Source: an optimization exercise on an open RTL-to-GDS flow (aim: small area). Production flows keep margins and buffers that such runs may drop.
Only simulation tests tie the RTL to the original design; equivalence was not proved.
The clock port is modelled as an ideal driver; clocking choices that lean on that would not hold on a real chip.
No activity file was given, so power comes from the tool's default toggle rates.

## v26
## thermo8_cts
module thermo8_cts (
    input  wire        clk,
    input  wire        rst,
    input  wire        cmd_valid,
    output wire        cmd_ready,
    input  wire [31:0] cmd_word,
    input  wire [31:0] cmd_x,
    output reg         rsp_valid,
    output wire [31:0] rsp_res,
    output wire [2:0]  rsp_err,
    output wire [7:0]  rsp_err_info,
    input  wire        alert_in,
    output wire        bus_req_valid,
    output reg  [2:0]  bus_req_kind,
    output reg  [7:0]  bus_req_byte,
    output wire        bus_req_ack,
    input  wire        bus_rsp_valid,
    input  wire [1:0]  bus_rsp_code,
    input  wire [7:0]  bus_rsp_data,
    output wire        settle_start,
    input  wire        settle_done
);
Size: about 380 cells after synthesis, ~42 flip-flops, ~140 I/O pins, about 0.0031 sq mm of cells after synthesis.
export LEC_CHECK = 0
export ABC_AREA = 1
export CAP_MARGIN = 20
export CORE_MARGIN = 2
export CORE_UTILIZATION = 65
export PLACE_DENSITY = 0.8
export SLEW_MARGIN = 20
create_clock -name core_clock -period 10.0 [get_ports {clk}]
standard.sh (not shown) runs the stock make flow with config.mk's settings and CLKGATE_MAP_FILE= SYNTH_SCRIPT=/design/flow/synth_recipe.tcl, a recipe that flattens the netlist after the stock synthesis.
==> flow/flow/run.sh <==
#!/bin/bash
# The standard layout with these changes:
#  - synthesis maps the logic with area-oriented ABC scripts (flow/area*.abc,
#    the same script with six random seeds; the smallest mapping is kept) and
#    without the adder cell mapping; the flip-flops are mapped as the standard
#    synthesis maps them (same cells, same names);
#  - the port buffers use the smallest buffer cell;
#  - the constant outputs share one tie cell;
#  - clock tree synthesis adds no dummy loads and uses clkbuf_4 cells.
set -euo pipefail
here=$PWD
export BUFFER_PORTS_ARGS="-buffer_cell sky130_fd_sc_hd__buf_1"
export SKIP_REPAIR_TIE_FANOUT=1
export POST_CTS_TCL=$here/flow/clk_upsize.tcl
export CLK_SLEW_TARGET=0.095
export CTS_ARGS="-sink_clustering_enable -repair_clock_nets -dont_use_dummy_load -root_buf sky130_fd_sc_hd__clkbuf_4 -buf_list sky130_fd_sc_hd__clkbuf_4"
export MY_ABC_SCRIPTS="$here/flow/area1.abc $here/flow/area2.abc $here/flow/area3.abc $here/flow/area4.abc $here/flow/area5.abc $here/flow/area6.abc"
sed -e "s#SYNTH_SCRIPT=[^ ]*#SYNTH_SCRIPT=$here/flow/synth.tcl ADDER_MAP_FILE=#" standard.sh > own_standard.sh
bash own_standard.sh synth > synth.log 2>&1
bash standard.sh finish > finish.log 2>&1
==> flow/flow/area1.abc <==
strash
&get -n
&deepsyn -T 25 -S 1
&nf -a -R 1000
&put
==> flow/flow/area2.abc <==
strash
&get -n
&deepsyn -T 25 -S 2
&nf -a -R 1000
&put
==> flow/flow/area3.abc <==
strash
&get -n
&deepsyn -T 25 -S 3
&nf -a -R 1000
&put
==> flow/flow/area4.abc <==
strash
&get -n
&deepsyn -T 25 -S 4
&nf -a -R 1000
&put
==> flow/flow/area5.abc <==
strash
&get -n
&deepsyn -T 25 -S 5
&nf -a -R 1000
&put
==> flow/flow/area6.abc <==
strash
&get -n
&deepsyn -T 25 -S 6
&nf -a -R 1000
&put
==> flow/flow/clk_upsize.tcl <==
# After clock tree synthesis (built from clkbuf_4 cells): a clock buffer
# whose loads see a slew over CLK_SLEW_TARGET (ns, from the placement
# parasitics estimate) is upsized to clkbuf_8, then the placement is
# legalized again.
estimate_parasitics -placement
set changed 0
foreach inst [get_cells *] {
  if {[get_property $inst ref_name] ne "sky130_fd_sc_hd__clkbuf_4"} { continue }
  set worst 0.0
  foreach out [get_pins -of_objects $inst -filter "direction == output"] {
    foreach p [get_pins -of_objects [get_nets -of_objects $out] -filter "direction == input"] {
      set s [get_property $p slew_max]
      if {$s > $worst} { set worst $s }
    }
  }
  puts "clock buffer [get_property $inst full_name]: load slew $worst"
  if {$worst > $::env(CLK_SLEW_TARGET)} {
    replace_cell $inst sky130_fd_sc_hd__clkbuf_8
    incr changed
  }
}
puts "clock buffers upsized: $changed"
if {$changed > 0} {
  detailed_placement
  check_placement
  estimate_parasitics -placement
}
Other scripts of this flow, unchanged in this note and not shown: flow/flow/synth.tcl
v26 finished every step from synthesis to the final layout, and the layout passed the timing, DRC and antenna checks.
The inputs of v9 differ from those of v26 as listed below.
--- a/flow/flow/run.sh
+++ b/flow/flow/run.sh
@@ -4 +4 @@
-#    the same script with six random seeds; the smallest mapping is kept) and
+#    the same script with four random seeds; the smallest mapping is kept) and
@@ -9 +9 @@
-#  - clock tree synthesis adds no dummy loads and uses clkbuf_4 cells.
+#  - clock tree synthesis adds no dummy loads.
@@ -14,4 +14,2 @@
-export POST_CTS_TCL=$here/flow/clk_upsize.tcl
-export CLK_SLEW_TARGET=0.095
-export CTS_ARGS="-sink_clustering_enable -repair_clock_nets -dont_use_dummy_load -root_buf sky130_fd_sc_hd__clkbuf_4 -buf_list sky130_fd_sc_hd__clkbuf_4"
-export MY_ABC_SCRIPTS="$here/flow/area1.abc $here/flow/area2.abc $here/flow/area3.abc $here/flow/area4.abc $here/flow/area5.abc $here/flow/area6.abc"
+export CTS_ARGS="-sink_clustering_enable -repair_clock_nets -dont_use_dummy_load -buf_list sky130_fd_sc_hd__clkbuf_16"
+export MY_ABC_SCRIPTS="$here/flow/area1.abc $here/flow/area2.abc $here/flow/area3.abc $here/flow/area4.abc"
==> flow/flow/area1.abc <==
strash
&get -n
&deepsyn -T 20 -S 1
&nf -a -R 1000
&put
==> flow/flow/area2.abc <==
strash
&get -n
&deepsyn -T 20 -S 2
&nf -a -R 1000
&put
==> flow/flow/area3.abc <==
strash
&get -n
&deepsyn -T 20 -S 3
&nf -a -R 1000
&put
==> flow/flow/area4.abc <==
strash
&get -n
&deepsyn -T 20 -S 4
&nf -a -R 1000
&put
removed: flow/flow/area5.abc
removed: flow/flow/area6.abc
removed: flow/flow/clk_upsize.tcl
## What came out
- v9 completed every stage of the flow, and the final layout passed the timing, DRC and antenna checks.
- Going from v26 to v9, the internal power was found to have gone up by about 22%.
- v9 against v26; total power is up by more than 10%.
- Higher share of power burned in the clock network among v9 and v26: v9
- Of v9 and v26, the run reporting the higher layout overhead on the synthesized area was v9.
- v9 against v26: smallest hold slack essentially unchanged, number of iterations in the first detailed-routing pass increased 1.
- The final reports for v9 and v26 show required arrival time at the worst endpoint lower in the former.
- Wire length on v9 is behind v26.
- The lower cell area of v9 and v26 is in v26.
- Looking only at clock period minus final worst setup slack, and setting everything else aside, the higher value of v9 and v26 goes to v9.
- Compared with v26, the detailed router inserted fewer vias in v9.
Setup changes, v9 to v11
--- a/flow/flow/run.sh
+++ b/flow/flow/run.sh
@@ -14 +14 @@
-export CTS_ARGS="-sink_clustering_enable -repair_clock_nets -dont_use_dummy_load -buf_list sky130_fd_sc_hd__clkbuf_16"
+export CTS_ARGS="-sink_clustering_enable -repair_clock_nets -dont_use_dummy_load"
Notes after the runs:
The final layouts of v9 and v11 pass the timing, DRC and antenna checks. v9 has a higher total power of the final layout than v11. Relative to v9, v11 improves remaining max-slew budget at the tightest pin. From v9 to v11 the numbers moved as follows: final hold slack barely changed; number of DRC violations after detailed-routing iteration 0 climbed 13; fraction of the cycle the final worst path needs dropped 1.1 points. Looking at maximum frequency across v9 and v11, the one that comes out lower is v9. v11 reports its cell with the largest stage delay on the worst path as nor2_1 while v9 reports nor4_1.

thermo8_cts, a different RTL version from the one above (not shown whole).
Size in the first run: ~140 I/O pins.
==> flow/config.mk <==
export PLATFORM = sky130hd
export DESIGN_NAME = thermo8_cts
export DESIGN_NICKNAME = thermo8_cts
export VERILOG_FILES = /design/flow/design.v
export SDC_FILE = /design/flow/constraint.sdc
export NUM_CORES = 4
export LEC_CHECK = 0
export ABC_AREA = 1
export CAP_MARGIN = 20
export CORE_MARGIN = 2
export CORE_UTILIZATION = 40
export PLACE_DENSITY = 0.6
export SLEW_MARGIN = 20
==> flow/constraint.sdc <==
create_clock -name core_clock -period 10.0 [get_ports {clk}]
set_input_delay 2.0000 -clock core_clock [delete_from_list [all_inputs] [get_ports {clk}]]
set_output_delay 2.0000 -clock core_clock [all_outputs]
set_load 0.01 [all_outputs]
==> flow/flow/run.sh <==
#!/bin/bash
# Standard layout, with the port buffers made of the smallest buffer cell.
set -euo pipefail
export BUFFER_PORTS_ARGS="-buffer_cell sky130_fd_sc_hd__buf_1"
bash standard.sh finish > standard_finish.log 2>&1
Next try:
==> flow/flow/run.sh (replaced) <==
#!/bin/bash
# The standard layout with two changes:
#  - synthesis maps the logic with an area-oriented ABC script (flow/area.abc) and
#    without the adder cell mapping; the flip-flops are mapped as the standard
#    synthesis maps them (same cells, same names);
#  - the port buffers use the smallest buffer cell.
set -euo pipefail
here=$PWD
export BUFFER_PORTS_ARGS="-buffer_cell sky130_fd_sc_hd__buf_1"
export MY_ABC_SCRIPT=$here/flow/area.abc
sed -e "s#SYNTH_SCRIPT=[^ ]*#SYNTH_SCRIPT=$here/flow/synth.tcl ADDER_MAP_FILE=#" standard.sh > own_standard.sh
bash own_standard.sh synth > synth.log 2>&1
bash standard.sh finish > finish.log 2>&1
==> flow/flow/area.abc (new file) <==
strash
dc2
dch -f
amap
strash
dc2
dch -f
amap
==> flow/flow/synth.tcl (new file) <==
proc synth {args} { yosys synth -nofsm -noshare {*}$args }
proc abc {args} {
  set i [lsearch -exact $args -script]
  if {$i >= 0} { set args [lreplace $args $i [expr {$i + 1}] -script $::env(MY_ABC_SCRIPT)] }
  yosys abc {*}$args
}
source $::env(SCRIPTS_DIR)/synth.tcl
# left out here: clear keep_hierarchy, flatten, clean up, hide names made inside functions, write 1_2_yosys.v
Result: The new run completed without violations; clock-buffer cell count came out higher by 1; cell area came out lower by 13%; sequential power hardly moves; final cell count came out lower by 19%.

-- re-timing with driven ports --
The results above use ideal ports. As a check the final layouts listed here were re-extracted and re-timed, cells and wires unchanged. Step 1: set_driving_cell puts a clkbuf_16 on clk and a buf_2 on each other input, an assumption about the parent block. Step 2 adds t to the input delays and takes it off the output delays; t is the mean of the earliest and latest rising clock arrival at the registers after step 1. Input paths then give back, and output paths get back, about the clock's delay inside the block. Slacks: no drivers / after step 1 / after step 2; pairs: no drivers / after step 1.
run | t (ns) | slack for setup (ns) | worst hold slack (ns) | worst setup path at the end | latest minus earliest clock arrival (ns)
v26 | 0.358 | 4.731 / 4.734 / 4.376 | 0.453 / 0.453 / 0.453 | input to register | 0.025 / 0.024
v9 | 0.308 | 4.692 / 4.703 / 4.395 | 0.452 / 0.452 / 0.452 | input to register | 0.010 / 0.010
v11 | 0.314 | 4.800 / 4.802 / 4.489 | 0.452 / 0.452 / 0.452 | input to register | 0.017 / 0.017
the first run of note 2 | 0.339 | 5.260 / 5.228 / 5.565 | 0.510 / 0.510 / 0.510 | input to register | 0.019 / 0.020
the second run of note 2 | 0.325 | 4.849 / 4.858 / 4.533 | 0.492 / 0.492 / 0.492 | input to register | 0.019 / 0.020
After both steps every run listed still meets setup and hold. For v26, which loses most, drivers alone change the setup slack by +0.003 ns; drivers and shift together by -0.355 ns.
